From an optimization exercise on the open Yosys and OpenROAD flow, aimed at small area; shortcuts taken in it are not production practice. Function was checked by simulation only, so behaviour that the tests miss may differ from the original. No run shown here takes its clock network from TritonCTS; it comes from the design's own scripts or RTL. The clock input has no modelled driver; a real chip could not lean on it and would need a root buffer or a full tree. Power is estimated from default activity; no workload was simulated.

File: design.v
module nexa433_classifier (
    input  wire       clk_i,
    input  wire       rst_i,
    input  wire       tick_i,
    input  wire       sample_i,
    output reg  [2:0] ev             
);
    localparam [2:0] EV_NONE = 3'd0, EV_INVALID = 3'd1, EV_HIGH_SHORT = 3'd2,
                     EV_LOW_SHORT = 3'd3, EV_LOW_LONG = 3'd4, EV_SYNC = 3'd5,
                     EV_PAUSE = 3'd6;
    reg [6:0] run_len;
    reg       run_lvl;
    reg       last_hs;
    reg [6:0] run_len_nxt;
    always @* begin
        ev = EV_NONE;
        if (sample_i != run_lvl)
            run_len_nxt = 7'd1;
        else if (run_len == 7'd70)
            run_len_nxt = run_len;
        else
            run_len_nxt = run_len + 7'd1;
        if (sample_i != run_lvl) begin
            if (sample_i) begin
                if (run_len >= 7'd5 && run_len <= 7'd7)
                    ev = EV_LOW_SHORT;
                else if (run_len >= 7'd22 && run_len <= 7'd26)
                    ev = EV_LOW_LONG;
                else if (run_len >= 7'd48 && run_len <= 7'd52)
                    ev = EV_SYNC;
            end
        end else if (sample_i) begin
            if (run_len >= 7'd5)
                ev = EV_INVALID;
            else if (run_len >= 7'd2 && !last_hs)
                ev = EV_HIGH_SHORT;
        end else begin
            if (run_len == 7'd70)
                ev = EV_INVALID;
            else if (run_len == 7'd59)
                ev = EV_PAUSE;
        end
    end
    always @(posedge clk_i) begin
        if (rst_i) begin
            run_len <= 7'd0;
            run_lvl <= 1'b0;
            last_hs <= 1'b0;
        end else if (tick_i) begin
            run_len <= run_len_nxt;
            run_lvl <= sample_i;
            if (ev != EV_NONE)
                last_hs <= (ev == EV_HIGH_SHORT);
        end
    end
endmodule
module nexa433_assembler (
    input  wire        clk_i,
    input  wire        rst_i,
    input  wire        tick_i,
    input  wire [2:0]  ev,
    output reg         raw_valid,    
    output wire [31:0] raw,          
    output reg  [1:0]  cause         
);
    localparam [2:0] EV_NONE = 3'd0, EV_INVALID = 3'd1, EV_HIGH_SHORT = 3'd2,
                     EV_LOW_SHORT = 3'd3, EV_LOW_LONG = 3'd4, EV_SYNC = 3'd5,
                     EV_PAUSE = 3'd6;
    reg [1:0]  win_cnt;
    reg        win_ok;       
    reg        win_bit;      
    reg [32:0] acc;          
    wire       mode = (win_cnt != 2'd0) || win_ok;    
    reg [1:0]  win_cnt_nxt;
    reg        win_ok_nxt;
    reg        win_bit_nxt;
    reg        clear;
    reg        shift;
    reg        q_ok;
    assign raw = acc[31:0];
    always @* begin
        win_cnt_nxt = win_cnt;
        win_ok_nxt  = win_ok;
        win_bit_nxt = win_bit;
        clear       = 1'b0;
        shift       = 1'b0;
        raw_valid   = 1'b0;
        cause       = 2'd0;
        q_ok        = win_ok && (win_bit ? (ev == EV_LOW_SHORT) : (ev == EV_LOW_LONG));
        if (!mode) begin
            if (ev == EV_SYNC) begin
                win_ok_nxt = 1'b1;
                clear      = 1'b1;
            end
        end else begin
            case (ev)
                EV_INVALID: begin
                    win_cnt_nxt = 2'd0;
                    win_ok_nxt  = 1'b0;
                    clear       = 1'b1;
                    cause       = 2'd1;
                end
                EV_SYNC: begin
                    win_cnt_nxt = 2'd0;
                    win_ok_nxt  = 1'b1;
                    clear       = 1'b1;
                end
                EV_HIGH_SHORT, EV_LOW_SHORT, EV_LOW_LONG: begin
                    win_cnt_nxt = win_cnt + 2'd1;
                    case (win_cnt)
                        2'd0: win_ok_nxt = (ev == EV_HIGH_SHORT);
                        2'd1: begin
                            win_ok_nxt  = win_ok && (ev != EV_HIGH_SHORT);
                            win_bit_nxt = (ev == EV_LOW_LONG);
                        end
                        2'd2: win_ok_nxt = win_ok && (ev == EV_HIGH_SHORT);
                        default: begin
                            if (!q_ok) begin
                                win_ok_nxt = 1'b0;
                                clear      = 1'b1;
                                cause      = 2'd2;
                            end else if (acc[32]) begin
                                win_ok_nxt = 1'b0;
                                clear      = 1'b1;
                                cause      = 2'd3;
                            end else begin
                                win_ok_nxt = 1'b1;
                                shift      = 1'b1;
                            end
                        end
                    endcase
                end
                EV_PAUSE: begin
                    if (acc[32]) begin
                        raw_valid   = 1'b1;
                        win_cnt_nxt = 2'd0;
                        win_ok_nxt  = 1'b0;
                        clear       = 1'b1;
                    end
                end
                default: ;
            endcase
        end
    end
    always @(posedge clk_i) begin
        if (rst_i) begin
            win_cnt <= 2'd0;
            win_ok  <= 1'b0;
            win_bit <= 1'b0;
        end else if (tick_i) begin
            win_cnt <= win_cnt_nxt;
            win_ok  <= win_ok_nxt;
            win_bit <= win_bit_nxt;
        end
    end
    always @(posedge clk_i) begin
        if (rst_i || (tick_i && clear))
            acc <= 33'd1;
        else if (tick_i && shift)
            acc <= {acc[31:0], win_bit};
    end
endmodule
module nexa433_filter (
    input  wire        clk_i,
    input  wire        rst_i,
    input  wire        tick_i,
    input  wire        raw_valid,
    input  wire [31:0] raw,
    input  wire [31:0] last_raw,     
    output wire        accept,       
    output wire        dup           
);
    localparam [12:0] CD_LOAD = 13'd8002;
    reg  [12:0] cd;
    wire        active = ~&cd;
    assign dup    = raw_valid && active && (raw == last_raw);
    assign accept = raw_valid && !dup;
    always @(posedge clk_i) begin
        if (rst_i)
            cd <= 13'h1fff;
        else if (tick_i) begin
            if (accept)
                cd <= CD_LOAD;
            else if (active)
                cd <= cd - 13'd1;
        end
    end
endmodule
module nexa433_decoder (
    input  wire        clk_i,
    input  wire        rst_i,
    input  wire        tick_i,
    input  wire        sample_i,
    output reg         ev_valid_o,
    output reg  [2:0]  ev_code_o,
    output reg         pkt_valid_o,
    output reg  [31:0] pkt_raw_o,
    output wire [25:0] device_id_o,
    output wire        group_o,
    output wire        on_off_o,
    output wire [1:0]  channel_o,
    output wire [1:0]  unit_o,
    output reg         dup_o,
    output reg  [1:0]  inv_o
);
    wire [2:0]  ev;
    wire        raw_valid;
    wire [31:0] raw;
    wire [1:0]  cause;
    wire        accept;
    wire        dup;
    nexa433_classifier u_classifier (
        .clk_i(clk_i), .rst_i(rst_i), .tick_i(tick_i), .sample_i(sample_i),
        .ev(ev)
    );
    nexa433_assembler u_assembler (
        .clk_i(clk_i), .rst_i(rst_i), .tick_i(tick_i), .ev(ev),
        .raw_valid(raw_valid), .raw(raw), .cause(cause)
    );
    nexa433_filter u_filter (
        .clk_i(clk_i), .rst_i(rst_i), .tick_i(tick_i),
        .raw_valid(raw_valid), .raw(raw), .last_raw(pkt_raw_o),
        .accept(accept), .dup(dup)
    );
    always @(posedge clk_i) begin
        if (rst_i) begin
            ev_valid_o  <= 1'b0;
            ev_code_o   <= 3'd0;
            pkt_valid_o <= 1'b0;
            dup_o       <= 1'b0;
            inv_o       <= 2'd0;
        end else if (tick_i) begin
            ev_valid_o  <= 1'b1;
            ev_code_o   <= ev;
            pkt_valid_o <= accept;
            dup_o       <= dup;
            inv_o       <= cause;
        end else begin
            ev_valid_o  <= 1'b0;
            pkt_valid_o <= 1'b0;
            dup_o       <= 1'b0;
            inv_o       <= 2'd0;
        end
    end
    always @(posedge clk_i) begin
        if (rst_i)
            pkt_raw_o <= 32'd0;
        else if (tick_i && raw_valid)
            pkt_raw_o <= raw;
    end
    assign device_id_o = pkt_raw_o[31:6];
    assign group_o     = pkt_raw_o[5];
    assign on_off_o    = pkt_raw_o[4];
    assign channel_o   = pkt_raw_o[3:2];
    assign unit_o      = pkt_raw_o[1:0];
endmodule
File: flow/run.sh
#!/bin/bash
# Standard ORFS layout with these changes:
#  - synthesis leaves adders to ABC and maps logic with an area-oriented ABC script
#    (flow/area.abc); the rest of the synthesis is the standard flow's own standard script, so
#    registers and names are unchanged;
#  - port buffers use the smallest buffer cell;
#  - the clock tree is built by flow/manual_cts.tcl (one root buffer and a few leaf
#    buffers) in place of clock_tree_synthesis; the rest of ORFS's CTS step
#    (legalisation, timing repair) runs as usual.
set -euo pipefail
WORK=$(pwd)
ABC_SCRIPT="$WORK/flow/area.abc"
{
  echo 'set ::env(ADDER_MAP_FILE) ""'
  echo "proc abc {args} { set i [lsearch \$args -script]; if {\$i >= 0} { lset args [expr {\$i + 1}] {$ABC_SCRIPT} }; yosys abc {*}\$args }"
  cat "$WORK/synth_recipe.tcl"
} > "$WORK/area_synth.tcl"
bash standard.sh \
  "SYNTH_SCRIPT=$WORK/area_synth.tcl" \
  "BUFFER_PORTS_ARGS=-buffer_cell sky130_fd_sc_hd__buf_1" \
  "PRE_CTS_TCL=$WORK/flow/manual_cts.tcl" \
  "MCTS_ROOT=sky130_fd_sc_hd__clkbuf_4" \
  "MCTS_LEAF=sky130_fd_sc_hd__clkbuf_8" \
  "MCTS_NLEAF=5" \
  "MCTS_ITERS=0" \
  finish > standard_flow.log 2>&1
File: flow/area.abc
strash
ifraig
scorr
dc2
strash
&get -n
&deepsyn -T 20
&put
amap
topo
File: flow/manual_cts.tcl
# Clock tree by hand, in place of clock_tree_synthesis: the clock port drives one
# root clock buffer, which drives MCTS_NLEAF leaf clock buffers (or the registers
# directly when MCTS_NLEAF is 0). The registers are split into groups by position
# (equal runs of the angle order around their centre, then MCTS_ITERS rounds of
# k-means with a size cap), and each leaf buffer sits at its group's centre.
proc clock_tree_synthesis {args} {
  set root_cell $::env(MCTS_ROOT)
  set leaf_cell $::env(MCTS_LEAF)
  set nleaf $::env(MCTS_NLEAF)
  set block [ord::get_db_block]
  set db [ord::get_db]
  set clk_net [$block findNet clk_i]
  # the register clock pins on the clock net, with their positions
  set sinks {}
  set xs 0.0; set ys 0.0
  foreach it [$clk_net getITerms] {
    if { ![$it isInputSignal] } { continue }
    set bb [[$it getInst] getBBox]
    set x [expr {([$bb xMin] + [$bb xMax]) / 2.0}]
    set y [expr {([$bb yMin] + [$bb yMax]) / 2.0}]
    lappend sinks [list $it $x $y]
    set xs [expr {$xs + $x}]; set ys [expr {$ys + $y}]
  }
  set n [llength $sinks]
  set cx [expr {$xs / $n}]; set cy [expr {$ys / $n}]

  set root [odb::dbInst_create $block [$db findMaster $root_cell] clkroot]
  $root setLocation [expr {int($cx)}] [expr {int($cy)}]
  $root setPlacementStatus PLACED
  set root_net [odb::dbNet_create $block clknet_root]
  $root_net setSigType CLOCK
  foreach s $sinks { [lindex $s 0] disconnect }
  [$root findITerm A] connect $clk_net
  [$root findITerm X] connect $root_net

  if { $nleaf == 0 } {
    foreach s $sinks { [lindex $s 0] connect $root_net }
  } else {
    # start from equal runs of the angle order around the centre
    set keyed {}
    foreach s $sinks {
      lappend keyed [list [expr {atan2([lindex $s 2] - $cy, [lindex $s 1] - $cx)}] {*}$s]
    }
    set keyed [lsort -real -index 0 $keyed]
    set centers {}
    for {set g 0} {$g < $nleaf} {incr g} {
      set lo [expr {$g * $n / $nleaf}]
      set hi [expr {($g + 1) * $n / $nleaf - 1}]
      set gx 0.0; set gy 0.0
      foreach k [lrange $keyed $lo $hi] {
        set gx [expr {$gx + [lindex $k 2]}]; set gy [expr {$gy + [lindex $k 3]}]
      }
      set m [expr {$hi - $lo + 1}]
      lappend centers [list [expr {$gx / $m}] [expr {$gy / $m}]]
      for {set si $lo} {$si <= $hi} {incr si} { set asg($si) $g }
    }
    # k-means rounds; each round assigns the nearest (sink, centre) pairs first,
    # with at most cap sinks per centre
    set cap [expr {int(ceil(1.15 * $n / $nleaf))}]
    for {set iter 0} {$iter < $::env(MCTS_ITERS)} {incr iter} {
      set pairs {}
      for {set si 0} {$si < $n} {incr si} {
        set k [lindex $keyed $si]
        for {set g 0} {$g < $nleaf} {incr g} {
          set c [lindex $centers $g]
          set d [expr {abs([lindex $k 2] - [lindex $c 0]) + abs([lindex $k 3] - [lindex $c 1])}]
          lappend pairs [list $d $si $g]
        }
      }
      set pairs [lsort -real -index 0 $pairs]
      array unset asg
      array unset cnt
      for {set g 0} {$g < $nleaf} {incr g} { set cnt($g) 0 }
      foreach p $pairs {
        lassign $p d si g
        if { [info exists asg($si)] || $cnt($g) >= $cap } { continue }
        set asg($si) $g
        incr cnt($g)
      }
      set newc {}
      for {set g 0} {$g < $nleaf} {incr g} {
        set gx 0.0; set gy 0.0; set m 0
        for {set si 0} {$si < $n} {incr si} {
          if { $asg($si) != $g } { continue }
          set k [lindex $keyed $si]
          set gx [expr {$gx + [lindex $k 2]}]; set gy [expr {$gy + [lindex $k 3]}]; incr m
        }
        if { $m > 0 } {
          lappend newc [list [expr {$gx / $m}] [expr {$gy / $m}]]
        } else {
          lappend newc [lindex $centers $g]
        }
      }
      set centers $newc
    }
    set leaf_master [$db findMaster $leaf_cell]
    for {set g 0} {$g < $nleaf} {incr g} {
      set c [lindex $centers $g]
      set leaf [odb::dbInst_create $block $leaf_master clkleaf_$g]
      $leaf setLocation [expr {int([lindex $c 0])}] [expr {int([lindex $c 1])}]
      $leaf setPlacementStatus PLACED
      set leaf_net [odb::dbNet_create $block clknet_leaf_$g]
      $leaf_net setSigType CLOCK
      [$leaf findITerm A] connect $root_net
      [$leaf findITerm X] connect $leaf_net
      for {set si 0} {$si < $n} {incr si} {
        if { $asg($si) == $g } { [lindex [lindex $keyed $si] 1] connect $leaf_net }
      }
    }
  }
  $clk_net setSigType CLOCK
  set_propagated_clock [all_clocks]
  puts "manual clock tree: $n sinks, root $root_cell, $nleaf leaves of $leaf_cell"
}
File: standard.sh
#!/bin/bash
# synth_recipe.tcl (not shown) runs the flow's synth.tcl, then flattens the netlist and writes it again
# the make line also repeats each setting of config.mk as NAME=value (left out here)
make -C /OpenROAD-flow-scripts/flow DESIGN_CONFIG=/design/flow/config.mk WORK_HOME=/design/flow/orfs CLKGATE_MAP_FILE= SYNTH_SCRIPT=/design/flow/synth_recipe.tcl "${@:-finish}"
File: config.mk
export PLATFORM = sky130hd
export DESIGN_NAME = nexa433_decoder
export DESIGN_NICKNAME = nexa433_decoder
export VERILOG_FILES = /design/flow/design.v
export SDC_FILE = /design/flow/constraint.sdc
export NUM_CORES = 4
export LEC_CHECK = 0
export CAP_MARGIN = 20
export CORE_MARGIN = 2
export CORE_UTILIZATION = 70
export PLACE_DENSITY = 0.75
export SLEW_MARGIN = 20
File: constraint.sdc
create_clock -name core_clock -period 10.0 [get_ports {clk_i}]
set_input_delay 2.0000 -clock core_clock [delete_from_list [all_inputs] [get_ports {clk_i}]]
set_output_delay 2.0000 -clock core_clock [all_outputs]
set_load 0.01 [all_outputs]
==> flow_summary_export.csv, run 1 <==
group,metric,value,unit
outcome,status,"no timing/DRC/antenna violations",
critical_path,cp_max_fo,12,
synthesis,synth_adder_area_share,0,%
global_route,grt.overflow.total,0,
detailed_routing,wl_per_cell,15.3,µm
synthesis,ys_seq_elements,99,
clock_tree,cts_resized,0,
critical_path,path_class,"primary input to flip-flop",
sta,fin_setup_tns,0,ps
sta,worstMarginPinSlew,790,ps
critical_path,worstPathArrival,5170,ps
sta,slew_headroom,46.0,%
synthesis,muxShareOfSynthArea,0,%
clock_tree,clk_latency,410,ps
floorplanning,start_util,72.1,%
clock_tree,holdBufCountCts,0,
global_route,grt_usage,28.2,%
detailed_routing,ant_nets,0,
synthesis,synth_area_leaders,"dfxtp_1 (50%), o22ai_1 (15%), clkinv_1 (8.4%)",
sta,fin_crit,4830,ps
placement,place_hpwl,6320,µm
pwr,powerDensity,138,mW/mm²
synthesis,synth_area,0.00395,mm²
sta,timing.fmax,207,MHz
placement,port_buffers,75,
critical_path,start_kind,"primary input",
synthesis,ys_async_sr_fraction,0,%
synthesis,yosys_warnings,4,
synthesis,synth_simple_gate_area_share,11.7,%
detailed_routing,via_per_inst,6.05,
placement,routabilityCongestion,0.921,
global_route,grt_max_degree,36,
job,drv_cap,0,
sta,setup-violations-final,0,
critical_path,end_kind,"flip-flop",
hold_path,hp-class,"flip-flop to flip-flop",
detailed_routing,drc_errors,0,
floorplanning,fp.dieH,79.1,µm
synthesis,synth_top_area_share,50.2,%
layout,finalNetCount,520,
synthesis,syn_nets,466,
synthesis,synth_seq_area_share,50.2,%
critical_path,cp.required,10340,ps
pwr,ir_drop,0.132,mV
floorplanning,fp.dieW,79.1,µm
sta,min_period_over_period,48.3,%
floorplanning,ioPinCount,76,
synthesis,yosysTopAreaCell,"dfxtp_1",
synthesis,synth.avg_cell_area,8.54,µm²
layout,layout-drive-gt1-share,2.14,%
sta,fin_skew,5.25,ps
floorplanning,num_rows,27,
global_route,grt_pass1_vias,2993,
clock_tree,post_cts_buffers,0,
synthesis,synth_top_family_by_area,"compound AO/OA/AOI/OAI gates",
synthesis,synth.most_common_cell,"dfxtp_1",
layout,area_delta_synth_final,6.21,%
sta,maxSlewViolCount,0,
floorplanning,core_area,0.00547,mm²
synthesis,netlist_top_cells_count,"dfxtp_1 (99), o22ai_1 (95), clkinv_1 (88)",
layout,nFillCells,406,
sta,grt_setup_unrepaired,"no",
synthesis,synthFlopType,"dfxtp_1",
floorplanning,dieArea,0.00625,mm²
synthesis,synth.distinct_cells,29,
pwr,power.leakage,1.45,nW
detailed_routing,wirelength,8970,µm
synthesis,synth-compound-area-share,23.6,%
detailed_routing,vias,3549,
detailed_routing,first_iter_violations,260,
synthesis,synth-edff-count,0,
synthesis,synthXorXnorAreaFrac,0,%
global_route,grt_pass1_wl,14500,µm
sta,hold_viol_final,0,
global_route,antenna_found_initial,1,
synthesis,syn_inst,462,
sta,hold_ws,471,ps
pwr,finalPower,0.000578,W
clock_tree,path_clk_slew,110,ps
detailed_routing,detailedRoute.firstPassIterationCount,5,
[final cells by class]
| class | count | area [µm²] | area share (%) |
|---|---|---|---|
| diodes | 1 | 2.50 | 0.0597 |
| plain buffers | 6 | 76.3 | 1.82 |
| inverters | 88 | 330 | 7.88 |
| multi-input cells | 243 | 1400 | 33.5 |
| flip-flops and latches | 99 | 1980 | 47.3 |
| well taps | 72 | 90.1 | 2.15 |
| repair buffers | 78 | 308 | 7.34 |
[state kept, by name, indices dropped and copies added (netlist names)]
register	flops
dup_o	1
ev_code_o	3
ev_valid_o	1
inv_o	2
pkt_raw_o	32
pkt_valid_o	1
u_assembler.acc	33
u_assembler.win_bit	1
u_assembler.win_cnt	2
u_assembler.win_ok	1
u_classifier.last_hs	1
u_classifier.run_len	7
u_classifier.run_lvl	1
u_filter.cd	13
[layout by cell type, fill, tap and decap left out, types with 2 or more instances in the layout]
master and n:
o211a_1 2, a22oi_1 4, buf_4 2, o22ai_1 94
nand4_1 5, nor3_1 4, nor2_1 32, a31oi_1 5
or3_1 7, nor4_1 6, dfxtp_1 99, or2_0 3
clkinv_1 88, nand2_1 21, o211ai_1 4, buf_1 75
nand3_1 7, o21ai_0 15, o221ai_1 2, a21oi_1 12
clkbuf_8 5, or4_1 9
[metrics by stage]
stage | setup WS, ps | area, µm² | util (%) | cells
after global placement | 4860 | 4100 | 74.9 | 579
after floorplan | 5150 | 3950 | - | 462
after detailed placement | 4770 | 4100 | 74.9 | 579
after global routing | 4800 | 4190 | 76.6 | 587
final | 5170 | 4190 | 76.6 | 587
after CTS | 5180 | 4180 | 76.3 | 585
[per-layer routing]
layer / track usage, % / share of wire (%)
met3: 1.82 / 5.9
met2: 44.4 / 45
met5: 0 / 0
met1: 43.8 / 47
met4: 4.31 / 2.1
[path summary, 6_finish.rpt]
kind	startpoint	end	slack (ps)	cells after the start
hold reg to reg	ev_code_o[0]	ev_code_o[0]	470	2
hold / removal	ev_code_o[0]	ev_code_o[0]	470	2
setup / recovery	tick_i	u_filter.cd[12]	5170	13
setup reg to reg	u_classifier.run_len[3]	u_assembler.acc[15]	6590	13
[where the power goes]
group	total, W	internal [W]	switching (W)
clock network	0.000163	0.0000504	0.000113
registers	0.000397	0.000396	0.00000142
logic	0.0000180	0.00000502	0.0000130
total	0.000578	0.000451	0.000127
[critical path, stage by stage]
cell	delay [ps]
buf_1	180
clkinv_1	360
nor2_1	300
nand2_1	130
or3_1	430
or3_1	440
or3_1	400
or2_0	250
nor2_1	170
nand2_1	110
nor2_1	140
clkinv_1	100
o221ai_1	140
[cells by family (layout without fill, tap and decap cells)]
| logic type | Yosys count | count (layout) |
|---|---|---|
| flops | 99 | 99 |
| compound gates | 147 | 147 |
| other cells | 0 | 1 |
| buf+inv | 120 | 172 |
| simple gates | 96 | 96 |
==> run 2: changes to the inputs <==
--- a/flow/run.sh
+++ b/flow/run.sh
@@ -23,3 +23,3 @@
   "MCTS_LEAF=sky130_fd_sc_hd__clkbuf_8" \
-  "MCTS_NLEAF=5" \
+  "MCTS_NLEAF=6" \
   "MCTS_ITERS=0" \
==> run 2 against run 1 <==
Critical endpoint unchanged. Routed wire length shrank 0.65%. Clock power grew 7%. Sequential share of layout area shrank 0.15 points. Largest power group unchanged. Combinational power is essentially flat. Still clean on timing, DRC and antenna.
==> flow_summary_export.csv, run 2 <==
group,metric,value,unit
clock_tree,post_cts_buffers,0,
placement,place_ws,4770,ps
pwr,power.leakage,1.46,nW
detailed_routing,first_iter_violations,205,
critical_path,startpoint,"tick_i",
pwr,ir_drop,0.126,mV
synthesis,synth_area_leaders,"dfxtp_1 (50%), o22ai_1 (15%), clkinv_1 (8.4%)",
detailed_routing,via_per_inst,6.01,
floorplanning,core_area,0.00547,mm²
pwr,clockPowerShare,29.6,%
critical_path,reg2reg_to,"u_assembler.acc[17]",
clock_tree,path_clk_slew,100,ps
synthesis,synth-compound-area-share,23.6,%
synthesis,yosysTopAreaCell,"dfxtp_1",
detailed_routing,drc_errors,0,
sta,worst_slack,5200,ps
critical_path,r2r_start,"u_classifier.run_len[3]",
clock_tree,holdBufCountCts,0,
layout,largest_reg_flops,33,
pwr,powerDensity,140,mW/mm²
layout,finalNetCount,521,
sta,setup-violations-final,0,
synthesis,ys_seq_elements,99,
layout,layout_common_cells,"dfxtp_1 (99), o22ai_1 (94), clkinv_1 (88)",
critical_path,cp.required,10350,ps
global_route,grt_usage,28.2,%
synthesis,synth.avg_cell_area,8.54,µm²
floorplanning,fp.dieW,79.1,µm
sta,fin_skew,11.1,ps
critical_path,endpoint,"u_filter.cd[12]",
layout,area_delta_synth_final,6.56,%
layout,regMostFlops,"u_assembler.acc",
synthesis,synth_top_family_by_area,"compound AO/OA/AOI/OAI gates",
sta,fin_setup_tns,0,ps
sta,timing.fmax,208,MHz
detailed_routing,ant_nets,0,
global_route,grt_pass1_vias,2992,
synthesis,muxShareOfSynthArea,0,%
global_route,grt_pass1_wl,14500,µm
sta,worstMarginPinSlew,789,ps
global_route,grt.overflow.total,0,
clock_tree,cts_resized,0,
global_route,antenna_found_initial,1,
hold_path,hp-class,"flip-flop to flip-flop",
synthesis,synth_simple_gate_area_share,11.7,%
synthesis,syn_nets,466,
outcome,status,"no timing/DRC/antenna violations",
detailed_routing,wl_per_cell,15.2,µm
layout,layout_commonest_cell,"dfxtp_1",
synthesis,synth.most_common_cell,"dfxtp_1",
critical_path,end_kind,"flip-flop",
pwr,netSwitchingFraction,22.0,%
critical_path,path_class,"primary input to flip-flop",
critical_path,worstPathArrival,5150,ps
pwr,p_sw,0.000130,W
floorplanning,ioPinCount,76,
sta,slew_headroom,46.0,%
floorplanning,start_util,72.1,%
critical_path,start_kind,"primary input",
critical_path,cp_max_fo,12,
synthesis,ys_async_sr_fraction,0,%
pwr,p_int,0.000459,W
synthesis,synthXorXnorAreaFrac,0,%
floorplanning,num_rows,27,
layout,nFillCells,403,
clock_tree,clk_latency,430,ps
detailed_routing,wirelength,8910,µm
synthesis,synth_adder_area_share,0,%
synthesis,synthFlopType,"dfxtp_1",
sta,hold_viol_final,0,
detailed_routing,vias,3533,
placement,port_buffers,75,
synthesis,synth_top_area_share,50.2,%
detailed_routing,detailedRoute.firstPassIterationCount,5,
sta,min_period_over_period,48.0,%
synthesis,netlist_top_cells_count,"dfxtp_1 (99), o22ai_1 (95), clkinv_1 (88)",
sta,grt_setup_unrepaired,"no",
synthesis,yosys_warnings,4,
synthesis,synth_seq_area_share,50.2,%
synthesis,syn_inst,462,
critical_path,r2r_slack,6620,ps
placement,routabilityCongestion,0.921,
floorplanning,fp.dieH,79.1,µm
layout,biggestRegsByFlops,"u_assembler.acc (33), pkt_raw_o (32), u_filter.cd (13)",
global_route,grt_max_degree,36,
synthesis,synth_area,0.00395,mm²
critical_path,r2r.worst_path.cells,13,
sta,maxSlewViolCount,0,
sta,fin_crit,4800,ps
synthesis,synth.distinct_cells,29,
floorplanning,dieArea,0.00625,mm²
job,drv_cap,0,
pwr,seqPwrFrac,67.4,%
placement,place_hpwl,6320,µm
layout,layout-drive-gt1-share,2.33,%
synthesis,synth-edff-count,0,
pwr,pwr-share-comb,3.1,%
[run 2: cell counts after synthesis]
No cell type changed its count.
[run 2: area by class of cell]
type	count	area (µm²)	share of cell area, %
tap	72	90.1	2.14
multi-input combinational	243	1400	33.4
sequential	99	1980	47.1
buffer	7	90.1	2.14
antenna	1	2.50	0.0595
inverter	88	330	7.85
timing repair buffer	78	308	7.32
[run 2: worst max-delay path, stage by stage]
cell and delay (ps):
buf_1 180, clkinv_1 370, nor2_1 290, nand2_1 130
or3_1 430, or3_1 440, or3_1 400, or2_0 250
nor2_1 180, nand2_1 110, nor2_1 140, clkinv_1 100
o221ai_1 140
[run 2: metrics by stage]
step / cell area, µm² / util [%] / total power (W) / cells / hold WS (ps)
floorplan: 3950 / - / 0.000417 / 462 / 430
global placement: 4100 / 74.9 / 0.000423 / 579 / 448
CTS: 4190 / 76.5 / 0.000591 / 586 / 466
detailed placement: 4100 / 74.9 / 0.000424 / 579 / 450
global route: 4210 / 76.8 / 0.000608 / 588 / 476
finish: 4210 / 76.8 / 0.000589 / 588 / 469
[run 2: per-layer routing]
metal / vias to the layer above / global-route usage (%) / routed length [µm]
li1: 1756 / - / -
met1: 1622 / 43.6 / 4200
met2: 141 / 44.5 / 4010
met3: 14 / 1.82 / 560
met4: 0 / 4.31 / 142
met5: - / 0 / 0
[run 2: power groups by stage]
stage / registers [W] / logic, W / clock network, W
floorplan: 0.000406 / 0.0000112 / 0
global placement: 0.000406 / 0.0000173 / 0
detailed placement: 0.000406 / 0.0000176 / 0
CTS: 0.000397 / 0.0000176 / 0.000176
global route: 0.000397 / 0.0000199 / 0.000190
finish: 0.000397 / 0.0000180 / 0.000174
[run 2: worst min-delay path by stage]
stage	startpoint	to	slack, ps	cells after the start
final	ev_code_o[0]	ev_code_o[0]	470	2
after global routing	u_classifier.run_len[6]	u_classifier.run_len[6]	480	1
after CTS	u_classifier.run_len[6]	u_classifier.run_len[6]	470	1
after detailed placement	ev_code_o[0]	ev_code_o[0]	450	2
after global placement	ev_code_o[0]	ev_code_o[0]	450	2
after floorplan	u_classifier.run_len[6]	u_classifier.run_len[6]	430	1
[run 2: kinds of logic (layout without fill, tap and decap cells)]
logic type | count (synthesis) | in the layout
buffers and inverters | 120 | 173
AOI/OAI and AO/OA | 147 | 147
other | 0 | 1
and+or+nand+nor | 96 | 96
DFF | 99 | 99
==> run 3: changes to the inputs <==
--- a/config.mk
+++ b/config.mk
@@ -9,4 +9,4 @@
 export CORE_MARGIN = 2
-export CORE_UTILIZATION = 70
-export PLACE_DENSITY = 0.75
+export CORE_UTILIZATION = 80
+export PLACE_DENSITY = 0.85
 export SLEW_MARGIN = 20
==> run 3 against run 2 <==
Synthesized cell count is the same. Utilization rose by 12 points. Routed wire length increased by 9.9%. Clock skew down 1.4 ps. Register-to-register slack got worse by 50 ps. Sequential share of layout area is 0.056 points higher. Clock power is essentially flat. Final cell count decreased by 1.0%. Critical endpoint unchanged. Highest routed layer unchanged.
==> flow_summary_export.csv, run 3 <==
group,metric,value,unit
floorplanning,fp.dieH,74.2,µm
layout,diodes,0,
critical_path,start_kind,"primary input",
critical_path,slowest_delay,450,ps
pwr,ir_drop,0.133,mV
floorplanning,num_rows,25,
job,drv_cap,0,
placement,place_hpwl,6860,µm
layout,layout_commonest_cell,"dfxtp_1",
synthesis,synth.distinct_cells,29,
synthesis,synth_top_area_share,50.2,%
sta,hold_ws,463,ps
hold_path,hp-class,"flip-flop to flip-flop",
floorplanning,fp.dieW,74.2,µm
critical_path,cp_cell_sequence,"buf_1 > clkinv_1 > nor2_1 > nand2_1 > or3_1 > or3_1 > or3_1 > or2_0 > nor2_1 > nand2_1 > nor2_1 > clkinv_1 > o221ai_1",
critical_path,r2r.worst_path.cells,13,
critical_path,path_class,"primary input to flip-flop",
layout,largest_reg_flops,33,
detailed_routing,first_iter_violations,285,
sta,setup-violations-final,0,
sta,slew_headroom,44.4,%
detailed_routing,ant_nets,0,
placement,routabilityCongestion,0.942,
pwr,finalPower,0.000588,W
global_route,grt_pass1_vias,3251,
hold_path,holdPathStages,1,
critical_path,path_delay_family,"simple AND/OR/NAND/NOR gates",
synthesis,synth.most_common_cell,"dfxtp_1",
layout,finalNetCount,521,
clock_tree,cts_resized,0,
synthesis,synth_area,0.00395,mm²
detailed_routing,wirelength,9790,µm
placement,port_buffers,75,
sta,fin_setup_tns,0,ps
critical_path,end_kind,"flip-flop",
global_route,grt_max_degree,36,
floorplanning,ioPinCount,76,
synthesis,synth_area_leaders,"dfxtp_1 (50%), o22ai_1 (15%), clkinv_1 (8.4%)",
sta,worstMarginPinSlew,814,ps
sta,fin_crit,4930,ps
floorplanning,start_util,83.0,%
floorplanning,core_area,0.00475,mm²
synthesis,synth_seq_area_share,50.2,%
global_route,grt_usage,35.1,%
clock_tree,clk_latency,430,ps
detailed_routing,via_per_inst,6.29,
sta,maxSlewViolCount,0,
global_route,grt_pass1_wl,15300,µm
pwr,power.leakage,1.46,nW
synthesis,yosysTopAreaCell,"dfxtp_1",
sta,timing.fmax,203,MHz
detailed_routing,detailedRoute.firstPassIterationCount,5,
pwr,powerDensity,140,mW/mm²
critical_path,cp.required,10350,ps
layout,regMostFlops,"u_assembler.acc",
outcome,status,"no timing/DRC/antenna violations",
critical_path,crit_cells,13,
sta,grt_setup_unrepaired,"no",
synthesis,ys_seq_elements,99,
synthesis,synth-edff-count,0,
critical_path,crit_path_top_delay_cell,"or3_1",
floorplanning,dieArea,0.00551,mm²
placement,dpl_cell_area,0.00409,mm²
synthesis,syn_inst,462,
global_route,grt.overflow.total,0,
sta,hold_viol_final,0,
global_route,antenna_found_initial,0,
layout,area_delta_synth_final,6.44,%
layout,layout_common_cells,"dfxtp_1 (99), o22ai_1 (94), clkinv_1 (88)",
clock_tree,post_cts_buffers,0,
critical_path,cp_max_fo,12,
detailed_routing,vias,3663,
synthesis,netlist_top_cells_count,"dfxtp_1 (99), o22ai_1 (95), clkinv_1 (88)",
sta,min_period_over_period,49.3,%
layout,layout-drive-gt1-share,2.33,%
layout,post-route-util,88.3,%
critical_path,worstPathArrival,5280,ps
detailed_routing,wl_per_cell,16.8,µm
layout,biggestRegsByFlops,"u_assembler.acc (33), pkt_raw_o (32), u_filter.cd (13)",
sta,fin_skew,9.64,ps
synthesis,ys_async_sr_fraction,0,%
synthesis,synth.avg_cell_area,8.54,µm²
clock_tree,holdBufCountCts,0,
critical_path,crit_buf_inv,3,
clock_tree,path_clk_slew,100,ps
synthesis,yosys_warnings,4,
synthesis,syn_nets,466,
detailed_routing,drc_errors,0,
layout,final_area,0.00420,mm²
synthesis,synthFlopType,"dfxtp_1",
run 3: kinds of logic after synthesis:
| family | synth area share [%] |
|---|---|
| DFF | 50.2 |
| and+or+nand+nor | 11.7 |
| AOI/OAI and AO/OA | 23.6 |
| buffers and inverters | 14.5 |
run 3: path summary, 6_finish.rpt:
path                           startpoint                      end  slack (ps)
setup / recovery                   tick_i          u_filter.cd[12]        5070
hold reg to reg   u_classifier.run_len[6]  u_classifier.run_len[6]         460
setup reg to reg  u_classifier.run_len[3]       u_assembler.acc[8]        6570
hold / removal    u_classifier.run_len[6]  u_classifier.run_len[6]         460
run 3: layer usage:
metal / vias to the layer above / part of all wire, % / GRT usage [%]
li1: 1741 / - / -
met1: 1712 / 41 / 47.3
met2: 183 / 49 / 60.5
met3: 27 / 7.1 / 4.34
met4: 0 / 2.4 / 8.93
met5: - / 0 / 0
run 3: area by class of cell:
type / instances / area [µm²]
timing repair buffer: 78 / 312
buffer: 7 / 90.1
sequential: 99 / 1980
inverter: 88 / 330
multi-input combinational: 243 / 1400
tap: 67 / 83.8
fill: 285 / 554
run 3: per-stage QoR:
| stage | setup slack [ps] | instances |
|---|---|---|
| 2_1_floorplan | 5150 | 462 |
| 3_3_place_gp | 4870 | 574 |
| 3_5_place_dp | 4750 | 574 |
| 4_1_cts | 5120 | 581 |
| 5_1_grt | 4870 | 582 |
| 6_report | 5070 | 582 |
run 3: power breakdown:
group / total [W] / switching, W / internal [W]
Combinational: 0.0000183 / 0.0000133 / 0.00000502
Sequential: 0.000397 / 0.00000152 / 0.000396
Clock: 0.000173 / 0.000114 / 0.0000587
==> run 4: changes to the inputs <==
--- a/config.mk
+++ b/config.mk
@@ -7,6 +7,6 @@
 export LEC_CHECK = 0
-export CAP_MARGIN = 20
+export CAP_MARGIN = 0
 export CORE_MARGIN = 2
-export CORE_UTILIZATION = 80
-export PLACE_DENSITY = 0.85
-export SLEW_MARGIN = 20
+export CORE_UTILIZATION = 70
+export PLACE_DENSITY = 0.75
+export SLEW_MARGIN = 0
==> run 4 against run 3 <==
Largest power group unchanged. Fmax rose by 2.1%. Largest cell class unchanged. Cell area shrank 0.27%. Global-route usage fell by 6.9 points.
==> flow_summary_export.csv, run 4 <==
group,metric,value,unit
placement,place_hpwl,6320,µm
pwr,powerDensity,140,mW/mm²
hold_path,hp-class,"flip-flop to flip-flop",
clock_tree,post_cts_buffers,0,
floorplanning,dieArea,0.00625,mm²
clock_tree,clk_latency,420,ps
sta,slew_headroom,22.7,%
synthesis,synth-edff-count,0,
layout,layout_commonest_cell,"dfxtp_1",
sta,maxSlewViolCount,0,
outcome,status,"no timing/DRC/antenna violations",
clock_tree,cts_resized,0,
critical_path,end_kind,"flip-flop",
synthesis,synth_seq_area_share,50.2,%
synthesis,synth_top_area_share,50.2,%
synthesis,ys_async_sr_fraction,0,%
sta,grt_setup_unrepaired,"no",
sta,timing.fmax,207,MHz
floorplanning,fp.dieH,79.1,µm
sta,min_period_over_period,48.3,%
detailed_routing,vias,3513,
critical_path,worstPathArrival,5170,ps
sta,worstMarginPinSlew,1160,ps
sta,fin_setup_tns,0,ps
hold_path,holdPathStages,1,
placement,routabilityCongestion,0.921,
synthesis,netlist_top_cells_count,"dfxtp_1 (99), o22ai_1 (95), clkinv_1 (88)",
floorplanning,ioPinCount,76,
synthesis,synth.most_common_cell,"dfxtp_1",
placement,port_buffers,75,
synthesis,yosysTopAreaCell,"dfxtp_1",
critical_path,endpoint,"u_filter.cd[12]",
layout,layout-drive-gt1-share,1.95,%
detailed_routing,detailedRoute.firstPassIterationCount,5,
floorplanning,start_util,72.1,%
sta,setup-violations-final,0,
synthesis,synthFlopType,"dfxtp_1",
layout,largest_reg_flops,33,
synthesis,synth.distinct_cells,29,
layout,diodes,0,
layout,biggestRegsByFlops,"u_assembler.acc (33), pkt_raw_o (32), u_filter.cd (13)",
layout,area_delta_synth_final,6.15,%
global_route,grt_max_degree,36,
layout,layout.cells.non_filler,586,
synthesis,syn_nets,466,
global_route,antenna_found_initial,0,
floorplanning,fp.dieW,79.1,µm
pwr,power.leakage,1.46,nW
global_route,grt_usage,28.2,%
critical_path,start_kind,"primary input",
layout,layout_common_cells,"dfxtp_1 (99), o22ai_1 (94), clkinv_1 (88)",
critical_path,r2r_slack,6360,ps
placement,dp_cells,579,
critical_path,r2r.worst_path.cells,11,
global_route,grt_pass1_wl,14500,µm
floorplanning,num_rows,27,
synthesis,synth.avg_cell_area,8.54,µm²
sta,fin_crit,4830,ps
global_route,grt_pass1_vias,2992,
floorplanning,core_area,0.00547,mm²
layout,regMostFlops,"u_assembler.acc",
detailed_routing,drc_errors,0,
clock_tree,holdBufCountCts,0,
synthesis,yosys_warnings,4,
job,drv_cap,0,
critical_path,cp_max_fo,12,
global_route,grt.overflow.total,0,
sta,hold_viol_final,0,
sta,fin_skew,8.85,ps
layout,finalNetCount,520,
critical_path,r2r_start,"u_classifier.run_len[3]",
synthesis,ys_seq_elements,99,
pwr,ir_drop,0.113,mV
critical_path,cp.required,10350,ps
synthesis,syn_inst,462,
detailed_routing,via_per_inst,5.99,
clock_tree,path_clk_slew,100,ps
detailed_routing,wirelength,8900,µm
synthesis,synth_area,0.00395,mm²
detailed_routing,wl_per_cell,15.2,µm
critical_path,path_class,"primary input to flip-flop",
detailed_routing,ant_nets,0,
critical_path,reg2reg_to,"u_assembler.acc[0]",
critical_path,startpoint,"tick_i",
detailed_routing,first_iter_violations,194,
synthesis,synth_area_leaders,"dfxtp_1 (50%), o22ai_1 (15%), clkinv_1 (8.4%)",
-- run 4: through the flow --
step | hold slack [ps] | area [µm²] | worst slack, ps | utilization [%] | power [W]
floorplan | 430 | 3950 | 5150 | - | 0.000417
global placement | 448 | 4100 | 4860 | 74.9 | 0.000423
detailed placement | 450 | 4100 | 4770 | 74.9 | 0.000424
CTS | 466 | 4190 | 5220 | 76.5 | 0.000591
global route | 476 | 4190 | 4810 | 76.5 | 0.000606
finish | 469 | 4190 | 5170 | 76.5 | 0.000588
-- run 4: layout make-up --
class,instances,area [µm²]
Sequential cell,99,1980
Multi-Input combinational cell,243,1400
Timing Repair Buffer,77,297
Inverter,88,330
Buffer,7,90.1
Fill cell,407,1280
Tap cell,72,90.1
-- run 4: how the worst min path moves through the flow --
stage | from | end | slack, ps
floorplan | u_classifier.run_len[6] | u_classifier.run_len[6] | 430
global placement | ev_code_o[0] | ev_code_o[0] | 450
detailed placement | ev_code_o[0] | ev_code_o[0] | 450
CTS | u_classifier.run_len[6] | u_classifier.run_len[6] | 470
global route | u_classifier.run_len[6] | u_classifier.run_len[6] | 480
finish | u_classifier.run_len[6] | u_classifier.run_len[6] | 470
-- run 4: routing by layer --
layer / routed length, µm / vias to the layer above / track usage (%)
met5: 0 / - / 0
met4: 151 / 0 / 4.31
met3: 574 / 18 / 1.82
met2: 4040 / 143 / 44.5
met1: 4140 / 1605 / 43.6
li1: - / 1747 / -
-- run 4: critical path, cell delays in order --
cell	delay, ps
buf_1	190
clkinv_1	380
nor2_1	290
nand2_1	130
or3_1	420
or3_1	440
or3_1	410
or2_0	250
nor2_1	180
nand2_1	110
nor2_1	140
clkinv_1	100
o221ai_1	140
-- run 4: power by group --
part	switching [W]	total [W]	internal (W)
registers	0.00000136	0.000397	0.000396
clock network	0.000115	0.000173	0.0000587
logic	0.0000130	0.0000180	0.00000501
-- run 4: cells by family (layout without fill, tap and decap cells) --
family                 after synthesis  count (layout)  share of synthesized area, %
AOI/OAI and AO/OA                  147             147                          23.6
buffers and inverters              120             172                          14.5
DFF                                 99              99                          50.2
and+or+nand+nor                     96              96                          11.7
==> run 5: changes to the inputs <==
--- a/design.v
+++ b/design.v
@@ -14,2 +14,8 @@
     reg [6:0] run_len_nxt;
+    wire at_ceil = run_len[6] & run_len[2] & run_len[1];                  
+    wire at_end  = run_len[5:0] == 6'b111011;                             
+    wire is_ls   = run_len[6:3] == 4'b0000 && run_len[2] && (run_len[1] | run_len[0]);  
+    wire is_ll   = run_len[5:3] == 3'b010 ? (run_len[2] & run_len[1])               
+                 : run_len[5:3] == 3'b011 && !(run_len[2] | (run_len[1] & run_len[0]));  
+    wire is_sync = run_len[5:3] == 3'b110 && !(run_len[2] & (run_len[1] | run_len[0]));  
     always @* begin
@@ -18,3 +24,3 @@
             run_len_nxt = 7'd1;
-        else if (run_len == 7'd70)
+        else if (at_ceil)
             run_len_nxt = run_len;
@@ -24,7 +30,7 @@
             if (sample_i) begin
-                if (run_len >= 7'd5 && run_len <= 7'd7)
+                if (is_ls)
                     ev = EV_LOW_SHORT;
-                else if (run_len >= 7'd22 && run_len <= 7'd26)
+                else if (is_ll)
                     ev = EV_LOW_LONG;
-                else if (run_len >= 7'd48 && run_len <= 7'd52)
+                else if (is_sync)
                     ev = EV_SYNC;
@@ -37,5 +43,5 @@
         end else begin
-            if (run_len == 7'd70)
+            if (at_ceil)
                 ev = EV_INVALID;
-            else if (run_len == 7'd59)
+            else if (at_end)
                 ev = EV_PAUSE;
@@ -174,3 +180,3 @@
     reg  [12:0] cd;
-    wire        active = ~&cd;
+    wire        active = ~&cd[12:7];
     assign dup    = raw_valid && active && (raw == last_raw);
==> run 5 against run 4 <==
Critical path type unchanged. Worst setup slack worse by 570 ps. Critical path depth up 5. Power down 0.39%. Sequential power about the same. Highest routed layer unchanged. Fmax down 11%. First-iteration DRC count up 25%.
==> flow_summary_export.csv, run 5 <==
group,metric,value,unit
outcome,status,"no timing/DRC/antenna violations",
synthesis,yosysTopAreaCell,"dfxtp_1",
detailed_routing,via_per_inst,5.99,
critical_path,cp.required,10300,ps
layout,largest_reg_flops,33,
detailed_routing,drc_errors,0,
critical_path,path_delay_family,"simple AND/OR/NAND/NOR gates",
hold_path,hp-class,"flip-flop to flip-flop",
layout,diodes,0,
synthesis,synth_area_leaders,"dfxtp_1 (50%), o22ai_1 (15%), clkinv_1 (8.8%)",
critical_path,start_kind,"primary input",
synthesis,netlist_top_cells_count,"dfxtp_1 (99), o22ai_1 (95), clkinv_1 (92)",
layout,layout_common_cells,"dfxtp_1 (99), o22ai_1 (95), clkinv_1 (92)",
hold_path,holdPathStages,2,
layout,biggestRegsByFlops,"u_assembler.acc (33), pkt_raw_o (32), u_filter.cd (13)",
pwr,powerDensity,140,mW/mm²
floorplanning,fp.dieW,79.1,µm
global_route,grt_max_degree,36,
detailed_routing,first_iter_violations,243,
critical_path,end_kind,"flip-flop",
critical_path,r2r_slack,6200,ps
clock_tree,cts_resized,0,
floorplanning,start_util,72.1,%
detailed_routing,vias,3461,
pwr,ir_drop,0.103,mV
global_route,grt_pass1_vias,2919,
detailed_routing,wl_per_cell,15.5,µm
critical_path,worstPathArrival,5700,ps
sta,worstMarginPinSlew,1220,ps
detailed_routing,detailedRoute.firstPassIterationCount,5,
layout,regMostFlops,"u_assembler.acc",
layout,area_delta_synth_final,5.80,%
critical_path,crit_buf_inv,7,
synthesis,yosys_warnings,4,
layout,layout_commonest_cell,"dfxtp_1",
sta,slew_headroom,18.4,%
sta,min_period_over_period,54.0,%
pwr,pwr-share-comb,3.0,%
sta,maxSlewViolCount,0,
critical_path,crit_path_top_delay_cell,"or3_1",
synthesis,ys_seq_elements,99,
synthesis,synth_seq_area_share,50.2,%
floorplanning,fp.dieH,79.1,µm
floorplanning,ioPinCount,76,
pwr,finalPower,0.000586,W
critical_path,crit_cells,18,
global_route,grt.overflow.total,0,
floorplanning,num_rows,27,
clock_tree,post_cts_buffers,0,
layout,layout-drive-gt1-share,1.58,%
detailed_routing,ant_nets,0,
pwr,p_sw,0.000127,W
sta,timing.fmax,185,MHz
placement,place_ws,4150,ps
pwr,power.leakage,1.41,nW
floorplanning,core_area,0.00547,mm²
synthesis,syn_inst,455,
global_route,grt_pass1_wl,14100,µm
floorplanning,dieArea,0.00625,mm²
placement,place_hpwl,6360,µm
sta,fin_setup_tns,0,ps
sta,worst_slack,4600,ps
synthesis,synth.avg_cell_area,8.67,µm²
critical_path,cp_cell_sequence,"buf_1 > clkinv_1 > nor3_1 > clkinv_1 > nor2_1 > clkinv_1 > or3_1 > or3_1 > or3_1 > nor2_1 > clkinv_1 > nor2_1 > clkinv_1 > nor2_1 > clkinv_1 > nor2_1 > nor2_1 > a2111o_1",
critical_path,path_class,"primary input to flip-flop",
synthesis,synth_top_area_share,50.2,%
synthesis,syn_nets,459,
synthesis,synthFlopType,"dfxtp_1",
placement,port_buffers,75,
global_route,antenna_found_initial,0,
critical_path,r2r.worst_path.cells,13,
synthesis,synth-edff-count,0,
synthesis,synth.most_common_cell,"dfxtp_1",
synthesis,synth.distinct_cells,31,
placement,routabilityCongestion,0.902,
clock_tree,holdBufCountCts,0,
pwr,netSwitchingFraction,21.7,%
critical_path,slowest_delay,430,ps
job,drv_cap,0,
pwr,clockPowerShare,29.2,%
pwr,seqPwrFrac,67.8,%
detailed_routing,wirelength,8930,µm
clock_tree,clk_latency,420,ps
sta,hold_viol_final,0,
global_route,grt_usage,27.6,%
sta,grt_setup_unrepaired,"no",
sta,fin_skew,15.7,ps
sta,setup-violations-final,0,
critical_path,cp_max_fo,11,
sta,fin_crit,5400,ps
pwr,p_int,0.000459,W
synthesis,synth_area,0.00395,mm²
layout,finalNetCount,512,
layout,nFillCells,418,
clock_tree,path_clk_slew,90,ps
synthesis,ys_async_sr_fraction,0,%
-- run 5: changes by cell type after synthesis, moves of 3 or more --
cell | before | now
nand2_1 | 22 | 14
a2111o_1 | 1 | 7
nand3_1 | 7 | 2
nor4_1 | 6 | 1
o21ai_0 | 15 | 10
clkinv_1 | 88 | 92
nand4_1 | 5 | 1
nor3_1 | 4 | 7
or3_1 | 7 | 10
-- run 5: routing by layer --
metal  vias to the layer above  global-route usage (%)  wire (µm)
li1                       1708                       -          -
met1                      1601                    37.0       3940
met2                       140                    50.2       4410
met3                        12                    2.16        464
met4                         0                    3.97        121
met5                         -                       0          0
-- run 5: worst paths after layout --
path                                               from                   to
worst max-delay path                             tick_i      u_filter.cd[12]
worst min-delay path                     u_filter.cd[3]       u_filter.cd[3]
worst max register to register  u_classifier.run_len[5]  u_assembler.acc[12]
worst min register to register           u_filter.cd[3]       u_filter.cd[3]
-- run 5: cells by family after synthesis --
logic type | Yosys count | share of synthesized area [%]
AO/OA/AOI/OAI | 146 | 24.2
AND/OR/NAND/NOR | 86 | 10.8
buffers and inverters | 124 | 14.8
flip-flops | 99 | 50.2
-- run 5: area by class of cell --
class	count	area, µm²	area share [%]
flip-flops and latches	99	1980	47.5
multi-input cells	232	1380	33.0
inverters	92	345	8.27
repair buffers	76	289	6.92
plain buffers	7	90.1	2.16
well taps	72	90.1	2.16
-- run 5: worst reg2reg max path, stage by stage, from the launching register on --
cell and delay, ps:
dfxtp_1 340, clkinv_1 60, nand2_1 60, or4_1 450
nor2_1 170, clkinv_1 120, a2111oi_0 510, nor2_1 180
nand2_1 190, clkinv_1 110, nor3_1 280, a211o_1 160
or3_1 830, o22ai_1 180
-- run 5: power groups by stage --
stage	clock [W]	combinational, W	sequential, W
after detailed placement	0	0.0000172	0.000406
after global placement	0	0.0000171	0.000406
after global routing	0.000190	0.0000196	0.000398
after CTS	0.000173	0.0000173	0.000397
after floorplan	0	0.0000110	0.000407
final	0.000171	0.0000176	0.000397
-- run 5: metrics by stage --
| stage | std cells | hold slack, ps | util, % | area, µm² |
|---|---|---|---|---|
| detailed placement | 571 | 476 | 74.6 | 4080 |
| global route | 578 | 515 | 76.3 | 4170 |
| CTS | 578 | 489 | 76.3 | 4170 |
| finish | 578 | 491 | 76.3 | 4170 |
| global placement | 571 | 470 | 74.6 | 4080 |
| floorplan | 455 | 447 | - | 3950 |
==> run 6: changes to the inputs <==
--- a/flow/run.sh
+++ b/flow/run.sh
@@ -21,5 +21,5 @@
   "PRE_CTS_TCL=$WORK/flow/manual_cts.tcl" \
-  "MCTS_ROOT=sky130_fd_sc_hd__clkbuf_4" \
-  "MCTS_LEAF=sky130_fd_sc_hd__clkbuf_8" \
-  "MCTS_NLEAF=6" \
+  "MCTS_ROOT=sky130_fd_sc_hd__inv_4" \
+  "MCTS_LEAF=sky130_fd_sc_hd__inv_8" \
+  "MCTS_NLEAF=4" \
   "MCTS_ITERS=0" \
--- a/flow/manual_cts.tcl
+++ b/flow/manual_cts.tcl
@@ -1,6 +1,14 @@
 # Clock tree by hand, in place of clock_tree_synthesis: the clock port drives one
-# root clock buffer, which drives MCTS_NLEAF leaf clock buffers (or the registers
-# directly when MCTS_NLEAF is 0). The registers are split into groups by position
-# (equal runs of the angle order around their centre, then MCTS_ITERS rounds of
-# k-means with a size cap), and each leaf buffer sits at its group's centre.
+# root clock buffer (none when MCTS_ROOT is "none"), which drives MCTS_NLEAF leaf
+# clock buffers (or the registers directly when MCTS_NLEAF is 0). The registers are split into groups by position
+# (k-means with a size cap), and each leaf buffer sits at its group's centre.
+# the signal input or output pin of a one-input cell (buffer or inverter)
+proc mcts_pin {inst dir} {
+  foreach it [$inst getITerms] {
+    if { $dir eq "in" && [$it isInputSignal] } { return $it }
+    if { $dir eq "out" && [$it isOutputSignal] } { return $it }
+  }
+  error "no $dir pin on [$inst getName]"
+}
+
 proc clock_tree_synthesis {args} {
@@ -9,2 +17,7 @@
   set nleaf $::env(MCTS_NLEAF)
+  # inverting root and leaves must come in pairs so the registers see the clock
+  # with its own polarity
+  set inv_root [expr {[string match *inv* $root_cell]}]
+  set inv_leaf [expr {$nleaf > 0 && [string match *inv* $leaf_cell]}]
+  if { $inv_root != $inv_leaf } { error "clock tree would invert the clock" }
   set block [ord::get_db_block]
@@ -26,10 +39,15 @@
 
-  set root [odb::dbInst_create $block [$db findMaster $root_cell] clkroot]
-  $root setLocation [expr {int($cx)}] [expr {int($cy)}]
-  $root setPlacementStatus PLACED
-  set root_net [odb::dbNet_create $block clknet_root]
-  $root_net setSigType CLOCK
   foreach s $sinks { [lindex $s 0] disconnect }
-  [$root findITerm A] connect $clk_net
-  [$root findITerm X] connect $root_net
+  if { $root_cell eq "none" } {
+    # the leaf buffers hang on the clock port's net itself
+    set root_net $clk_net
+  } else {
+    set root [odb::dbInst_create $block [$db findMaster $root_cell] clkroot]
+    $root setLocation [expr {int($cx)}] [expr {int($cy)}]
+    $root setPlacementStatus PLACED
+    set root_net [odb::dbNet_create $block clknet_root]
+    $root_net setSigType CLOCK
+    [mcts_pin $root in] connect $clk_net
+    [mcts_pin $root out] connect $root_net
+  }
 
@@ -103,4 +121,4 @@
       $leaf_net setSigType CLOCK
-      [$leaf findITerm A] connect $root_net
-      [$leaf findITerm X] connect $leaf_net
+      [mcts_pin $leaf in] connect $root_net
+      [mcts_pin $leaf out] connect $leaf_net
       for {set si 0} {$si < $n} {incr si} {
==> run 6 against run 5 <==
Clock skew decreased by 2.1 ps. Sequential cell count unchanged. Die area unchanged. Sequential power about the same. Global-route usage increased by 0.073 points. Worst setup slack got worse by 180 ps. Critical path type unchanged. Largest power group unchanged.
==> flow_summary_export.csv, run 6 <==
group,metric,value,unit
synthesis,synthFlopType,"dfxtp_1",
sta,grt_setup_unrepaired,"no",
placement,place_ws,4150,ps
synthesis,synth_area,0.00395,mm²
critical_path,end_kind,"flip-flop",
clock_tree,post_cts_buffers,0,
layout,layout_common_cells,"dfxtp_1 (99), o22ai_1 (95), clkinv_1 (92)",
sta,worst_slack,4420,ps
pwr,seqPwrFrac,71.3,%
critical_path,cp_max_fo,11,
critical_path,crit_path_top_delay_cell,"or3_1",
layout,register_area,0.00198,mm²
floorplanning,dieArea,0.00625,mm²
synthesis,synth_seq_area_share,50.2,%
sta,slew_headroom,18.5,%
synthesis,yosysTopAreaCell,"dfxtp_1",
synthesis,synth_top_family_by_area,"compound AO/OA/AOI/OAI gates",
sta,hold_viol_final,0,
synthesis,netlist_top_cells_count,"dfxtp_1 (99), o22ai_1 (95), clkinv_1 (92)",
layout,finalNetCount,510,
pwr,p_sw,0.000141,W
pwr,netSwitchingFraction,25.2,%
global_route,grt_pass1_wl,14200,µm
floorplanning,ioPinCount,76,
critical_path,slowest_delay,420,ps
synthesis,synth_simple_gate_area_share,10.8,%
synthesis,synth_area_leaders,"dfxtp_1 (50%), o22ai_1 (15%), clkinv_1 (8.8%)",
sta,setup-violations-final,0,
pwr,pwr-share-comb,3.2,%
pwr,powerDensity,135,mW/mm²
synthesis,synth_adder_area_share,0,%
synthesis,yosys_warnings,4,
sta,fin_skew,13.6,ps
detailed_routing,first_iter_violations,216,
synthesis,syn_nets,459,
layout,nFillCells,425,
critical_path,path_class,"primary input to flip-flop",
layout,regMostFlops,"u_assembler.acc",
outcome,status,"no timing/DRC/antenna violations",
job,drv_cap,0,
placement,dp_cells,571,
critical_path,worstPathArrival,5710,ps
sta,maxSlewViolCount,0,
layout,final_area,0.00414,mm²
synthesis,synth-compound-area-share,24.2,%
clock_tree,clk_latency,240,ps
global_route,grt.overflow.total,0,
synthesis,synth.avg_cell_area,8.67,µm²
synthesis,synthXorXnorAreaFrac,0,%
hold_path,hp-class,"flip-flop to flip-flop",
layout,multiInputGateArea,0.00138,mm²
floorplanning,core_area,0.00547,mm²
sta,worstMarginPinSlew,1220,ps
layout,area_delta_synth_final,4.82,%
detailed_routing,ant_nets,0,
layout,layout_commonest_cell,"dfxtp_1",
synthesis,ys_seq_elements,99,
floorplanning,fp.dieW,79.1,µm
pwr,power.leakage,1.39,nW
hold_path,holdPathStages,2,
floorplanning,fp.dieH,79.1,µm
detailed_routing,via_per_inst,5.99,
sta,timing.fmax,179,MHz
layout,layout.cells.non_filler,576,
detailed_routing,wl_per_cell,15.5,µm
global_route,grt_usage,27.7,%
clock_tree,path_clk_slew,100,ps
synthesis,synth.most_common_cell,"dfxtp_1",
synthesis,ys_async_sr_fraction,0,%
floorplanning,start_util,72.1,%
critical_path,start_kind,"primary input",
sta,fin_crit,5580,ps
placement,place_hpwl,6360,µm
synthesis,synth_top_area_share,50.2,%
layout,diodes,0,
layout,biggestRegsByFlops,"u_assembler.acc (33), pkt_raw_o (32), u_filter.cd (13)",
clock_tree,holdBufCountCts,0,
pwr,p_int,0.000417,W
pwr,ir_drop,0.102,mV
synthesis,muxShareOfSynthArea,0,%
layout,layout-drive-gt1-share,1.19,%
critical_path,r2r.worst_path.cells,14,
pwr,clockPowerShare,25.5,%
detailed_routing,drc_errors,0,
synthesis,synth-edff-count,0,
global_route,antenna_found_initial,0,
layout,largest_reg_flops,33,
critical_path,cp_cell_sequence,"buf_1 > clkinv_1 > nor3_1 > clkinv_1 > nor2_1 > clkinv_1 > or3_1 > or3_1 > or3_1 > nor2_1 > clkinv_1 > nor2_1 > clkinv_1 > nor2_1 > clkinv_1 > nor2_1 > nor2_1 > a2111o_1",
sta,min_period_over_period,55.8,%
placement,routabilityCongestion,0.902,
global_route,grt_max_degree,36,
global_route,grt_pass1_vias,2920,
clock_tree,cts_resized,0,
sta,fin_setup_tns,0,ps
detailed_routing,wirelength,8910,µm
placement,dpl_cell_area,0.00408,mm²
critical_path,cp.required,10120,ps
detailed_routing,vias,3453,
synthesis,synth.distinct_cells,31,
placement,port_buffers,75,
synthesis,syn_inst,455,
floorplanning,num_rows,27,
detailed_routing,detailedRoute.firstPassIterationCount,4,
## run 6: cell types whose count changed in the layout (fill, tap and decap cells not counted), sizes merged
| cell | change |
|---|---|
| clkbuf | -7 |
| inv | +5 |
## run 6: through the flow
step / hold slack [ps] / total power [W] / utilization (%)
after floorplan: 447 / 0.000418 / -
after global placement: 470 / 0.000424 / 74.6
after detailed placement: 476 / 0.000424 / 74.6
after CTS: 492 / 0.000559 / 75.6
after global routing: 520 / 0.000577 / 75.6
final: 495 / 0.000558 / 75.6
## run 6: cell families after synthesis
| logic type | count (synthesis) |
|---|---|
| AOI/OAI and AO/OA | 146 |
| DFF | 99 |
| buffers and inverters | 124 |
| and+or+nand+nor | 86 |
## run 6: power groups by stage
stage               clock, W  sequential, W  combinational [W]
floorplan                  0       0.000407          0.0000110
global placement           0       0.000406          0.0000171
detailed placement         0       0.000406          0.0000172
CTS                 0.000144       0.000398          0.0000173
global route        0.000160       0.000398          0.0000197
finish              0.000142       0.000398          0.0000176
## run 6: metal layers
metal / up-vias / GRT usage (%) / wire length (µm)
met5: - / 0 / 0
met4: 0 / 6.38 / 252
met3: 18 / 1.48 / 503
met2: 132 / 49.2 / 4440
met1: 1594 / 37.5 / 3720
li1: 1709 / - / -
## run 6: cell type report
type	count	area share, %
Multi-Input combinational cell	232	33.3
Timing Repair Buffer	76	6.99
Inverter	97	9.59
Sequential cell	99	47.9
Tap cell	72	2.18
## run 6: worst max-delay path, delay by kind of cell
family	cells	cell delay, ps
AOI/OAI and AO/OA	1	270
buffers and inverters	7	1040
and+or+nand+nor	10	2380
## run 6: final timing paths
path                                            end                     from  slack, ps
worst min-delay path                 u_filter.cd[3]           u_filter.cd[3]        500
worst max register to register  u_assembler.acc[30]  u_classifier.run_len[5]       6180
worst max-delay path                u_filter.cd[12]                   tick_i       4420
worst min register to register       u_filter.cd[3]           u_filter.cd[3]        500
==> run 7: changes to the inputs <==
--- a/flow/run.sh
+++ b/flow/run.sh
@@ -23,3 +23,3 @@
   "MCTS_LEAF=sky130_fd_sc_hd__inv_8" \
-  "MCTS_NLEAF=4" \
+  "MCTS_NLEAF=5" \
   "MCTS_ITERS=0" \
==> run 7 against run 6 <==
Cell area grew 0.27%. Critical path depth stayed put. Register-to-register slack about the same. Global-route usage decreased by 0.087 points. Sequential cell count did not move. Critical endpoint unchanged. Sequential share of layout area is 0.13 points lower. Via count up 0.43%. Largest power group unchanged. Still clean on timing, DRC and antenna. Critical path type unchanged. Synthesized cell count unchanged.
==> flow_summary_export.csv, run 7 <==
group,metric,value,unit
outcome,status,"no timing/DRC/antenna violations",
synthesis,synth_top_area_share,50.2,%
synthesis,ys_async_sr_fraction,0,%
layout,area_delta_synth_final,5.11,%
detailed_routing,vias,3468,
global_route,grt.overflow.total,0,
synthesis,ys_seq_elements,99,
synthesis,synth_seq_area_share,50.2,%
placement,routabilityCongestion,0.902,
critical_path,r2r.worst_path.cells,14,
sta,slew_headroom,19.7,%
pwr,ir_drop,0.106,mV
synthesis,synthFlopType,"dfxtp_1",
pwr,powerDensity,137,mW/mm²
floorplanning,core_area,0.00547,mm²
floorplanning,ioPinCount,76,
sta,min_period_over_period,55.7,%
pwr,power.leakage,1.40,nW
floorplanning,num_rows,27,
global_route,antenna_found_initial,0,
critical_path,r2r_slack,6190,ps
detailed_routing,wirelength,8850,µm
synthesis,synth-edff-count,0,
global_route,grt_max_degree,36,
synthesis,yosys_warnings,4,
hold_path,hold_end,"u_filter.cd[3]",
clock_tree,holdBufCountCts,0,
floorplanning,start_util,72.1,%
critical_path,r2r_start,"u_classifier.run_len[5]",
layout,diodes,0,
detailed_routing,drc_errors,0,
synthesis,synth_area,0.00395,mm²
critical_path,end_kind,"flip-flop",
critical_path,reg2reg_to,"u_assembler.acc[18]",
layout,layout-drive-gt1-share,1.39,%
sta,maxSlewViolCount,0,
synthesis,syn_inst,455,
critical_path,crit_path_top_delay_cell,"or3_1",
synthesis,yosysTopAreaCell,"dfxtp_1",
sta,setup-violations-final,0,
clock_tree,cts_resized,0,
clock_tree,clk_latency,250,ps
detailed_routing,via_per_inst,6.01,
sta,timing.fmax,179,MHz
sta,fin_crit,5570,ps
placement,place_hpwl,6360,µm
hold_path,hp-class,"flip-flop to flip-flop",
synthesis,synth.most_common_cell,"dfxtp_1",
critical_path,path_class,"primary input to flip-flop",
global_route,grt_usage,27.6,%
floorplanning,fp.dieH,79.1,µm
synthesis,syn_nets,459,
sta,hold_viol_final,0,
layout,largest_reg_flops,33,
critical_path,startpoint,"tick_i",
layout,finalNetCount,511,
sta,grt_setup_unrepaired,"no",
critical_path,cp_max_fo,11,
clock_tree,path_clk_slew,90,ps
pwr,finalPower,0.000567,W
global_route,grt_pass1_wl,14200,µm
synthesis,synth.avg_cell_area,8.67,µm²
critical_path,crit_buf_inv,7,
layout,nFillCells,420,
floorplanning,fp.dieW,79.1,µm
hold_path,min_from,"u_filter.cd[3]",
synthesis,synth.distinct_cells,31,
layout,regMostFlops,"u_assembler.acc",
floorplanning,dieArea,0.00625,mm²
critical_path,start_kind,"primary input",
critical_path,cp_cell_sequence,"buf_1 > clkinv_1 > nor3_1 > clkinv_1 > nor2_1 > clkinv_1 > or3_1 > or3_1 > or3_1 > nor2_1 > clkinv_1 > nor2_1 > clkinv_1 > nor2_1 > clkinv_1 > nor2_1 > nor2_1 > a2111o_1",
clock_tree,post_cts_buffers,0,
synthesis,netlist_top_cells_count,"dfxtp_1 (99), o22ai_1 (95), clkinv_1 (92)",
detailed_routing,first_iter_violations,182,
sta,worstMarginPinSlew,1200,ps
layout,layout_commonest_cell,"dfxtp_1",
detailed_routing,detailedRoute.firstPassIterationCount,4,
layout,biggestRegsByFlops,"u_assembler.acc (33), pkt_raw_o (32), u_filter.cd (13)",
detailed_routing,ant_nets,0,
placement,port_buffers,75,
critical_path,worstPathArrival,5710,ps
job,drv_cap,0,
critical_path,path_delay_family,"simple AND/OR/NAND/NOR gates",
critical_path,slowest_delay,430,ps
detailed_routing,wl_per_cell,15.3,µm
layout,layout_common_cells,"dfxtp_1 (99), o22ai_1 (95), clkinv_1 (92)",
synthesis,synth_area_leaders,"dfxtp_1 (50%), o22ai_1 (15%), clkinv_1 (8.8%)",
global_route,grt_pass1_vias,2903,
critical_path,cp.required,10130,ps
sta,fin_skew,16.1,ps
sta,fin_setup_tns,0,ps
hold_path,holdPathStages,2,
run 7: per-layer routing:
metal  global-route usage (%)  routed length, µm  share of wire [%]
met1                     37.2               3830                 43
met2                     49.4               4380                 49
met3                     2.16                500                5.6
met4                     4.83                149                1.7
met5                        0                  0                  0
run 7: kinds of logic after synthesis:
group                  synth area share [%]
AO/OA/AOI/OAI                          24.2
buffers and inverters                  14.8
flip-flops                             50.2
AND/OR/NAND/NOR                        10.8
run 7: worst min-delay path, cell delays in order (launching register included):
cell,delay [ps]
dfxtp_1,320
nand2_1,50
a31oi_1,80
run 7: worst max path at each step:
| stage | to | cells past startpoint |
|---|---|---|
| final | u_filter.cd[12] | 18 |
| after global routing | u_filter.cd[12] | 18 |
| after CTS | u_filter.cd[12] | 18 |
| after detailed placement | u_filter.cd[12] | 18 |
| after global placement | u_filter.cd[12] | 18 |
| after floorplan | u_filter.cd[12] | 17 |
run 7: layout make-up:
class	instances	area [µm²]	share of cell area (%)
well taps	72	90.1	2.17
repair buffers	76	289	6.97
inverters	98	408	9.84
flip-flops and latches	99	1980	47.8
multi-input cells	232	1380	33.2
run 7: metrics by stage:
stage	util, %	cell area, µm²	hold slack [ps]	worst slack, ps	std cells
CTS	75.8	4150	489	4410	577
finish	75.8	4150	490	4430	577
global placement	74.6	4080	470	4350	571
global route	75.8	4150	516	4010	577
floorplan	-	3950	447	4820	455
detailed placement	74.6	4080	476	4150	571
run 7: report_power, final:
group / switching [W] / total (W) / internal [W] / leakage, nW
clock network: 0.000133 / 0.000152 / 0.0000192 / 0.0347
registers: 0.00000130 / 0.000398 / 0.000396 / 0.799
logic: 0.0000133 / 0.0000176 / 0.00000429 / 0.564
total: 0.000147 / 0.000567 / 0.000420 / 1.40

[port drivers added, routing unchanged]
The results above use ideal ports. As a check the final layouts listed here were re-extracted and re-timed, cells and wires unchanged.
Step 1, drivers: a clkbuf_16 drives clk_i and a buf_2 each remaining input, both assumed.
Step 2 moves the port delays by t, midway between the first and last clock arrival at a register: inputs arrive t later, outputs are due t later. That takes back most of the time a late clock gives input paths.
Three values: ideal ports, drivers, drivers and shift; two values: the first two.
run | t, ns | setup slack, ns | worst slew at a driven data input, ns
run 1 | 0.438 | 5.171 / 5.170 / 4.732 | 0.03
run 2 | 0.456 | 5.200 / 5.199 / 4.743 | 0.04
run 3 | 0.450 | 5.071 / 5.078 / 4.628 | 0.03
run 4 | 0.450 | 5.174 / 5.170 / 4.720 | 0.04
run 5 | 0.441 | 4.600 / 4.604 / 4.163 | 0.03
run 6 | 0.265 | 4.417 / 4.429 / 4.164 | 0.03
run 7 | 0.279 | 4.428 / 4.439 / 4.160 | 0.03
After both steps setup and hold are still met in every run listed. The setup slack of run 2, which loses most, moves by -0.001 ns with the drivers and by -0.457 ns with both steps.
